Background: an optimization exercise with open tools, aiming at small area, a short achievable clock period and few clock cycles per item. Do not read the settings as production practice. The RTL was checked by simulation tests, not by an equivalence proof against the original design. No activity file was given, so power comes from the tool's default toggle rates.

<file path="flow/config.mk">
export PLATFORM = sky130hd
export DESIGN_NAME = ioc_audio_enc
export DESIGN_NICKNAME = ioc_audio_enc
export VERILOG_FILES = /design/flow/design.v
export SDC_FILE = /design/flow/constraint.sdc
export NUM_CORES = 4
export LEC_CHECK = 0
export CAP_MARGIN = 20
export CORE_MARGIN = 2
export CORE_UTILIZATION = 40
export PLACE_DENSITY = 0.6
export SLEW_MARGIN = 20
</file>
<file path="flow/constraint.sdc">
create_clock -name core_clock -period 9.0 [get_ports {clk}]
set_input_delay 1.8000 -clock core_clock [delete_from_list [all_inputs] [get_ports {clk}]]
set_output_delay 1.8000 -clock core_clock [all_outputs]
set_load 0.01 [all_outputs]
</file>
<file path="flow/design.v">
module ioc_audio_enc (
    input  wire        clk,
    input  wire        rst,
    input  wire [1:0]  cfg_coding,
    input  wire        cfg_word_sel,
    input  wire [63:0] now_us,
    input  wire        in_valid,
    output wire        in_ready,
    input  wire [63:0] in_frame,
    output reg         out_valid,
    input  wire        out_ready,
    output reg  [7:0]  out_data,
    output reg         out_last,
    output reg  [31:0] bad_cnt
);
    localparam [1:0] C_PCM = 2'd0, C_U8 = 2'd1, C_U10 = 2'd2;
    localparam integer N = 32;
    wire is_pcm = (cfg_coding == C_PCM);
    wire is_u8  = (cfg_coding == C_U8);
    wire is_u10 = (cfg_coding == C_U10);
    reg  [23:0] ir_raw;
    reg         ir_v;
    reg         ir_last;      
    reg  [8:0]  iidx;         
    reg  [63:0] ts;
    reg         ts_v;
    reg  [N-1:0] v;
    reg  [15:0]  d [0:N-1];
    reg          bend;
    wire hole_any = ~&v;
    assign in_ready = ~ir_v | (hole_any & ~bend);
    wire in_fire = in_valid & in_ready;
    wire [31:0] word = cfg_word_sel ? in_frame[63:32] : in_frame[31:0];
    wire        bad  = (word[23:16] != 8'hFF);
    reg  [3:0]  shift;
    reg  [5:0]  umin;
    reg  [23:0] blk_or;
    reg  [4:0]  ipos;         
    reg  [8:0]  acc0, acc1;   
    wire [31:0] raw  = {{8{ir_raw[23]}}, ir_raw};
    wire [31:0] p    = raw << shift;
    wire [23:0] umag = ir_raw[23] ? (~ir_raw + 24'd1) : ir_raw;
    wire        plz  = (p[22:0] == 23'd0);
    wire [8:0]  pmh  = p[31] ? ({~p[31:23]} + {8'd0, plz}) : p[31:23];
    wire pop;
    reg  [N-1:0] hole_le;
    integer i;
    always @* begin
        hole_le[0] = ~v[0];
        for (i = 1; i < N; i = i + 1) hole_le[i] = hole_le[i-1] | ~v[i];
    end
    wire [N-1:0] ld = hole_le | {N{pop}};
    wire push = ir_v & ~bend & ld[N-1];
    reg [5:0] bu;
    integer k;
    always @* begin
        bu = 6'd31;
        for (k = 0; k < 24; k = k + 1)
            if (blk_or[k]) bu = 6'd30 - k[5:0];
    end
    wire [5:0] um       = (bu < umin) ? bu : umin;
    wire [5:0] sh_clamp = ({2'b00, shift} < um) ? {2'b00, shift} : um;
    wire [5:0] sh_diff  = um - sh_clamp;
    reg  [5:0] sh_new;
    always @* begin
        if (sh_diff > 6'd4 && sh_clamp < 6'd12)
            sh_new = sh_clamp + 6'd1;
        else if (sh_diff < 6'd4 && sh_clamp > 6'd0)
            sh_new = sh_clamp - 6'd1;
        else
            sh_new = sh_clamp;
    end
    reg        e_hdr;         
    reg  [3:0] hcnt;
    reg        e_cs;          
    reg  [3:0] e_pair;
    reg  [4:0] e_idx;         
    reg        e_half;        
    reg  [2:0] e_ph;          
    reg  [3:0] cs0, cs1;
    reg  [15:0] seq;
    function [3:0] cs_of(input [8:0] a, input u10);
        reg [3:0] c;
        begin
            if (a[8] | a[7])  c = 4'd8;
            else if (a[6])    c = 4'd7;
            else if (a[5])    c = 4'd6;
            else if (a[4])    c = 4'd5;
            else if (a[3])    c = 4'd4;
            else if (a[2])    c = 4'd3;
            else if (a[1])    c = 4'd2;
            else if (a[0])    c = 4'd1;
            else              c = 4'd0;
            if (u10) cs_of = (c > 4'd2) ? c - 4'd2 : 4'd0;
            else     cs_of = c;
        end
    endfunction
    wire [3:0] ncs0 = cs_of(acc0, is_u10);
    wire [3:0] ncs1 = cs_of(acc1, is_u10);
    wire [15:0] body_len = is_u8 ? 16'd330 : is_u10 ? 16'd410 : 16'd640;
    reg  [7:0] hdr_byte;
    always @* begin
        case (hcnt)
            4'd0:  hdr_byte = 8'h5A;
            4'd1:  hdr_byte = {6'd0, cfg_coding};
            4'd2:  hdr_byte = seq[15:8];
            4'd3:  hdr_byte = seq[7:0];
            4'd4:  hdr_byte = ts[63:56];
            4'd5:  hdr_byte = ts[55:48];
            4'd6:  hdr_byte = ts[47:40];
            4'd7:  hdr_byte = ts[39:32];
            4'd8:  hdr_byte = ts[31:24];
            4'd9:  hdr_byte = ts[23:16];
            4'd10: hdr_byte = ts[15:8];
            4'd11: hdr_byte = ts[7:0];
            4'd12: hdr_byte = body_len[15:8];
            default: hdr_byte = body_len[7:0];
        endcase
    end
    wire [15:0] d0 = d[0];
    wire [15:0] d1 = d[1];
    wire [3:0]  ecs = e_idx[4] ? cs1 : cs0;
    wire [15:0] s0 = d0 >> ecs;
    wire [15:0] s1 = d1 >> ecs;
    wire [9:0]  c0 = s0[9:0];
    wire [9:0]  c1 = s1[9:0];
    reg  [7:0]  u10_byte;
    always @* begin
        case (e_ph)
            3'd0:    u10_byte = c0[9:2];
            3'd1:    u10_byte = {c0[1:0], c1[9:4]};
            3'd2:    u10_byte = {c0[3:0], c1[9:6]};
            3'd3:    u10_byte = {c0[5:0], c1[9:8]};
            default: u10_byte = c0[7:0];
        endcase
    end
    wire [7:0] pcm_byte = e_half ? d0[7:0] : d0[15:8];
    wire [7:0] u8_byte  = s0[7:0];
    wire ol       = ~out_valid | out_ready;
    wire last_smp = (e_pair == 4'd9) & (e_idx == 5'd31);
    wire can_hdr  = e_hdr & ts_v;
    wire can_cs   = ~e_hdr & ~is_pcm & e_cs & ~hole_any;
    wire can_smp  = ~e_hdr & (is_pcm ? v[0] : ~e_cs);
    wire produce  = can_hdr | can_cs | can_smp;
    wire smp_pop  = is_pcm ? e_half : is_u8 ? 1'b1 : (e_ph != 3'd0);
    assign pop    = ol & can_smp & smp_pop;
    reg [7:0] nbyte;
    always @* begin
        if (e_hdr)       nbyte = hdr_byte;
        else if (is_pcm) nbyte = pcm_byte;
        else if (e_cs)   nbyte = {ncs0, ncs1};
        else if (is_u8)  nbyte = u8_byte;
        else             nbyte = u10_byte;
    end
    wire nlast = ~e_hdr & (is_pcm | ~e_cs) & smp_pop & last_smp;
    integer j;
    always @(posedge clk) begin
        for (j = 0; j < N-1; j = j + 1)
            if (ld[j]) d[j] <= d[j+1];
        if (ld[N-1]) d[N-1] <= p[31:16];
        if (rst) begin
            ir_v     <= 1'b0;
            ir_last  <= 1'b0;
            iidx     <= 9'd0;
            ts_v     <= 1'b0;
            bad_cnt  <= 32'd0;
            v        <= {N{1'b0}};
            bend     <= 1'b0;
            shift    <= 4'd0;
            umin     <= 6'd31;
            blk_or   <= 24'd0;
            ipos     <= 5'd0;
            e_hdr    <= 1'b1;
            hcnt     <= 4'd0;
            e_cs     <= 1'b1;
            e_pair   <= 4'd0;
            e_idx    <= 5'd0;
            e_half   <= 1'b0;
            e_ph     <= 3'd0;
            seq      <= 16'd0;
            out_valid <= 1'b0;
            out_last <= 1'b0;
        end else begin
            if (in_fire) begin
                ir_raw  <= {word[15:0], word[31:24]};
                ir_last <= (iidx == 9'd319);
                iidx    <= (iidx == 9'd319) ? 9'd0 : iidx + 9'd1;
                if (bad) bad_cnt <= bad_cnt + 32'd1;
                if (iidx == 9'd0) ts <= now_us;
            end
            if (in_fire) ir_v <= 1'b1;
            else if (push) ir_v <= 1'b0;
            for (j = 0; j < N-1; j = j + 1)
                if (ld[j]) v[j] <= v[j+1];
            if (ld[N-1]) v[N-1] <= push;
            if (push) begin
                blk_or <= blk_or | umag;
                ipos   <= ipos + 5'd1;
                if (ipos == 5'd0)       acc0 <= pmh;
                else if (~ipos[4])      acc0 <= acc0 | pmh;
                if (ipos == 5'd16)      acc1 <= pmh;
                else if (ipos[4])       acc1 <= acc1 | pmh;
                if (ir_last) bend <= 1'b1;
            end
            if (bend) begin
                bend   <= 1'b0;
                shift  <= sh_new[3:0];
                umin   <= um + 6'd1;
                blk_or <= 24'd0;
            end
            if (ol) begin
                out_valid <= produce;
                out_data  <= nbyte;
                out_last  <= nlast;
            end
            if (ol & can_hdr) begin
                hcnt <= hcnt + 4'd1;
                if (hcnt == 4'd13) begin
                    hcnt  <= 4'd0;
                    e_hdr <= 1'b0;
                end
            end
            if (ol & can_cs) begin
                cs0  <= ncs0;
                cs1  <= ncs1;
                e_cs <= 1'b0;
            end
            if (ol & can_smp) begin
                if (is_pcm) e_half <= ~e_half;
                if (is_u10) e_ph <= (e_ph == 3'd4) ? 3'd0 : e_ph + 3'd1;
                if (smp_pop) begin
                    e_idx <= e_idx + 5'd1;
                    if (e_idx == 5'd31) begin
                        e_cs   <= 1'b1;
                        e_pair <= (e_pair == 4'd9) ? 4'd0 : e_pair + 4'd1;
                        if (e_pair == 4'd9) begin
                            e_hdr <= 1'b1;
                            seq   <= seq + 16'd1;
                        end
                    end
                end
            end
            if (in_fire & (iidx == 9'd0)) ts_v <= 1'b1;
            else if (ol & can_hdr & (hcnt == 4'd13)) ts_v <= 1'b0;
        end
    end
endmodule
</file>
<file path="flow/run.sh">
#!/bin/bash
# synth_recipe.tcl (not shown) runs the flow's synth.tcl, then flattens the netlist and writes it again
# the make line also repeats each setting of config.mk as NAME=value (left out here)
make -C /OpenROAD-flow-scripts/flow DESIGN_CONFIG=/design/flow/config.mk WORK_HOME=/design/flow/orfs CLKGATE_MAP_FILE= SYNTH_SCRIPT=/design/flow/synth_recipe.tcl finish
</file>
==> notes.md <==
[synthesized netlist by cell type (9+ instances only)]
master	number
sky130_fd_sc_hd__nand2b_1	10
sky130_fd_sc_hd__inv_1	69
sky130_fd_sc_hd__ha_1	33
sky130_fd_sc_hd__buf_1	9
sky130_fd_sc_hd__nor4_1	23
sky130_fd_sc_hd__or3_1	12
sky130_fd_sc_hd__a22oi_1	13
sky130_fd_sc_hd__dfxtp_1	153
sky130_fd_sc_hd__xor2_1	43
sky130_fd_sc_hd__nand2_1	177
sky130_fd_sc_hd__a211oi_1	10
sky130_fd_sc_hd__a31oi_1	15
sky130_fd_sc_hd__o21ai_0	62
sky130_fd_sc_hd__and3_1	34
sky130_fd_sc_hd__nand3_1	44
sky130_fd_sc_hd__a21o_1	21
sky130_fd_sc_hd__xnor2_1	43
sky130_fd_sc_hd__mux2i_1	71
sky130_fd_sc_hd__nor2_1	225
sky130_fd_sc_hd__mux4_2	19
sky130_fd_sc_hd__and2_1	12
sky130_fd_sc_hd__clkbuf_1	73
sky130_fd_sc_hd__o211ai_1	15
sky130_fd_sc_hd__mux2_2	52
sky130_fd_sc_hd__edfxtp_1	634
sky130_fd_sc_hd__a21oi_1	139
sky130_fd_sc_hd__o31ai_1	12
sky130_fd_sc_hd__or2_2	9
sky130_fd_sc_hd__o22ai_1	10
sky130_fd_sc_hd__nor2b_1	22
sky130_fd_sc_hd__nor3_1	19
sky130_fd_sc_hd__nand4_1	31
[registers in the layout, summed over array words and instances (netlist names), 5 cells and up]
register  flops
acc0          9
blk_or       24
ts           64
v            32
out_data      8
e_idx         5
seq          16
acc1          9
bad_cnt      32
ipos          5
ir_raw       24
d           512
iidx          9
umin          6
[through the flow]
step	instances	total power [mW]	setup WS [ps]	area, um2
after CTS	3516	7.994	1467	36570
after global placement	3370	4.626	1646	33870
final	3517	7.888	1353	36600
after global routing	3517	8.194	835.2	36600
after floorplan	2227	4.465	2383	31010
after detailed placement	3371	4.639	1557	33890
[kinds of logic after synthesis]
| group | count (synthesis) | share of synthesized area (%) |
|---|---|---|
| AO/OA/AOI/OAI | 369 | 7.586 |
| XOR/XNOR | 86 | 2.429 |
| adder cells (fa/ha/maj) | 34 | 1.396 |
| buffers and inverters | 161 | 1.977 |
| flip-flops | 787 | 71.28 |
| multiplexers | 143 | 5.605 |
| AND/OR/NAND/NOR | 647 | 9.729 |
[path summary, 6_finish.rpt]
path	endpoint	slack [ps]	depth (start not counted)
hold / removal	d[14][0]	400	0
setup / recovery	shift[2]	1350	33
setup reg to reg	shift[2]	1350	33
hold reg to reg	d[14][0]	400	0
[worst max-delay path, delay by kind of cell, from the launching register on]
kind / cells / cell delay [ps]
mux: 3 / 1160
buf+inv: 2 / 340
simple gates: 11 / 2050
flops: 1 / 320
fa+ha+maj: 3 / 790
compound gates: 14 / 2890
[report_power, final]
part	switching, mW	total, mW	internal (mW)
clock network	1.39	3.32	1.93
logic	0.228	0.425	0.197
registers	0.0660	4.14	4.07
[per-layer routing]
| layer | share of wire [%] | global-route usage, % |
|---|---|---|
| met1 | 44 | 19.36 |
| met5 | 0 | 0 |
| met3 | 4.7 | 2.585 |
| met4 | 3.3 | 5.834 |
| met2 | 48 | 24.35 |
[cell type report]
cell class | count | area (um2)
inverter | 72 | 270.3
clock buffer | 93 | 2029
fill | 6627 | 40490
multi-input combinational | 1279 | 8325
tap | 1040 | 1301
sequential | 787 | 22100
timing repair buffer | 194 | 1921
clock inverter | 52 | 649.4
==> run_summary.xml <==
<?xml version="1.0" encoding="UTF-8"?>
<metrics>
  <group name="floorplanning">
    <metric name="design.portCount" unit="">178</metric>
    <metric name="die_width" unit="um">282.4</metric>
    <metric name="row_count" unit="">102</metric>
    <metric name="die_height" unit="um">282.4</metric>
    <metric name="initial_utilization" unit="%">40.23</metric>
    <metric name="floorplan.core_area" unit="um2">77080</metric>
    <metric name="die-area" unit="um2">79760</metric>
  </group>
  <group name="setup_path">
    <metric name="critical_path.max_fanout" unit="">12</metric>
    <metric name="required_arrival_time_at_the_worst_endpoint" unit="ps">9500</metric>
    <metric name="crit_type" unit="">flip-flop to flip-flop</metric>
    <metric name="critical_path_slowest_stage_cell" unit="">sky130_fd_sc_hd__o41ai_1</metric>
    <metric name="crit_path_start_kind" unit="">flip-flop</metric>
    <metric name="timing.rr.start" unit="">blk_or[1]</metric>
    <metric name="setup.worst_path.end_class" unit="">flip-flop</metric>
    <metric name="crit_path_start" unit="">blk_or[1]</metric>
    <metric name="worst_path_largest_cell_delay" unit="ps">560</metric>
    <metric name="critical_path_arrival" unit="ps">8140</metric>
    <metric name="cpMostUsedCell" unit="">sky130_fd_sc_hd__ha_1</metric>
  </group>
  <group name="cells_and_area">
    <metric name="drive_above_1_share" unit="%">9.366</metric>
    <metric name="final_core_util" unit="%">47.48</metric>
    <metric name="layout_common_cells" unit="">634 x sky130_fd_sc_hd__edfxtp_1, 224 x sky130_fd_sc_hd__nor2_1, 177 x sky130_fd_sc_hd__nand2_1, 176 x sky130_fd_sc_hd__clkdlybuf4s50_1, 153 x sky130_fd_sc_hd__dfxtp_1</metric>
    <metric name="antennaDiodeCount" unit="">0</metric>
    <metric name="nets" unit="">2582</metric>
    <metric name="final_common_cell" unit="">sky130_fd_sc_hd__edfxtp_1</metric>
    <metric name="areaGrowthSynthToFinish" unit="%">18.03</metric>
  </group>
  <group name="synthesis">
    <metric name="synthDistinctLibCells" unit="">75</metric>
    <metric name="syn_inst" unit="">2227</metric>
    <metric name="yosysWarnings" unit="">2</metric>
    <metric name="synth_area_leaders" unit="">sky130_fd_sc_hd__edfxtp_1 61%, sky130_fd_sc_hd__dfxtp_1 9.9%, sky130_fd_sc_hd__nor2_1 2.7%, sky130_fd_sc_hd__mux2i_1 2.3%, sky130_fd_sc_hd__a21oi_1 2.2%</metric>
    <metric name="avgSynthCellArea" unit="um2">13.92</metric>
    <metric name="yosys.area.top_type_share" unit="%">61.40</metric>
    <metric name="synth_sequential_area_ratio" unit="%">71.28</metric>
    <metric name="syn_nets" unit="">2396</metric>
    <metric name="ys_async_sr_fraction" unit="%">0</metric>
    <metric name="mappedNetlistArea" unit="um2">31010</metric>
    <metric name="synth-seq-cells" unit="">787</metric>
    <metric name="synth.largest_area_cell" unit="">sky130_fd_sc_hd__edfxtp_1</metric>
    <metric name="synth_enable_flop_cells" unit="">634</metric>
    <metric name="dominant_synthesized_flop_cell" unit="">sky130_fd_sc_hd__edfxtp_1</metric>
  </group>
  <group name="routing">
    <metric name="antenna_viol_nets_final" unit="">0</metric>
    <metric name="route.vias.total" unit="">18170</metric>
    <metric name="drcViolationCount" unit="">0</metric>
    <metric name="post_drt_via_cell_ratio" unit="">5.167</metric>
    <metric name="drt-initial-drc-count" unit="">1316</metric>
    <metric name="first_pass_detailed_route_iteration_total" unit="">5</metric>
    <metric name="routed_wire_length_per_instance" unit="um">16.81</metric>
    <metric name="totalWireLength" unit="um">59120</metric>
  </group>
  <group name="pwr">
    <metric name="peakVddDrop" unit="mV">0.1259</metric>
    <metric name="powerDensity" unit="nW/um2">215.5</metric>
    <metric name="power.leakage" unit="nW">12.98</metric>
  </group>
  <group name="clocking">
    <metric name="cts.repair.resized" unit="">0</metric>
    <metric name="cts_buffers" unit="">79</metric>
    <metric name="cts_root_buf" unit="">sky130_fd_sc_hd__clkbuf_16</metric>
    <metric name="cts_num_sinks" unit="">787</metric>
    <metric name="cts_htree_levels" unit="">3</metric>
    <metric name="path_clk_slew" unit="ps">60</metric>
    <metric name="clk-insertion-delay-late" unit="ps">640</metric>
    <metric name="cts_hold_buffers" unit="">0</metric>
    <metric name="tritoncts" unit="">yes</metric>
    <metric name="cts_setup_buffers" unit="">0</metric>
    <metric name="clock_tree.buffer_depth" unit="">3</metric>
  </group>
  <group name="global_routing">
    <metric name="first_global_vias" unit="">17710</metric>
    <metric name="grt_start_max_net_pins" unit="">66</metric>
    <metric name="antenna_found_initial" unit="">0</metric>
    <metric name="gr-usage-all-layers" unit="%">14.74</metric>
    <metric name="total_gr_overflow" unit="">0</metric>
    <metric name="grt_first_pass_wirelength" unit="um">93830</metric>
  </group>
  <group name="place">
    <metric name="gp_congestion" unit="">0.8469</metric>
    <metric name="place.port_buffers" unit="">177</metric>
    <metric name="dpl.hpwl" unit="um">40760</metric>
  </group>
  <group name="timing">
    <metric name="timing.final.setup_violations" unit="">0</metric>
    <metric name="fin_skew" unit="ps">24.17</metric>
    <metric name="post-route-min-period" unit="ps">7647</metric>
    <metric name="whs" unit="ps">404.0</metric>
    <metric name="hold_fails_final_rpt" unit="">0</metric>
    <metric name="timing.fmax" unit="MHz">130.8</metric>
    <metric name="final.period_utilization" unit="%">84.96</metric>
    <metric name="worst_slew_pin_slew" unit="ps">923.9</metric>
    <metric name="max_slew_violation_count" unit="">0</metric>
    <metric name="relSlewSlack" unit="%">36.65</metric>
    <metric name="rsz0062_at_grt" unit="">false</metric>
    <metric name="setup-tns-final" unit="ps">0</metric>
  </group>
  <group name="flow_run">
    <metric name="timing.max_cap.violations" unit="">0</metric>
  </group>
  <group name="outcome">
    <metric name="result_of_the_run" unit="">finished clean</metric>
  </group>
  <group name="worst_hold_path">
    <metric name="hold_path_class" unit="">flip-flop to flip-flop</metric>
    <metric name="min_delay_src" unit="">d[15][0]</metric>
  </group>
</metrics>
Testbench counts, summed over its fixed seeds: cycles 46,560, blocks 96.

==> separate check: timing with driven ports <==
Ports are ideal in the flow. The routed layout listed here was re-timed in OpenROAD. Step 1, drivers: a clkbuf_16 drives clk and a buf_2 each remaining input, both assumed. Step 2 times the ports against the registers' clock, not the clock port: input delays grow and output delays shrink by t, the midpoint of the rising clock arrivals with the driver on. Three values: no drivers, after step 1, after step 2; two values: the first two.
t, ns: 0.683
setup slack, ns: 1.353 / 1.353 / 1.353
clock arrival spread, ns: 0.025 / 0.025
After both steps setup and hold are still met in this run. The setup slack of this run moves by 0.000 ns with the drivers and by 0.000 ns with both steps.
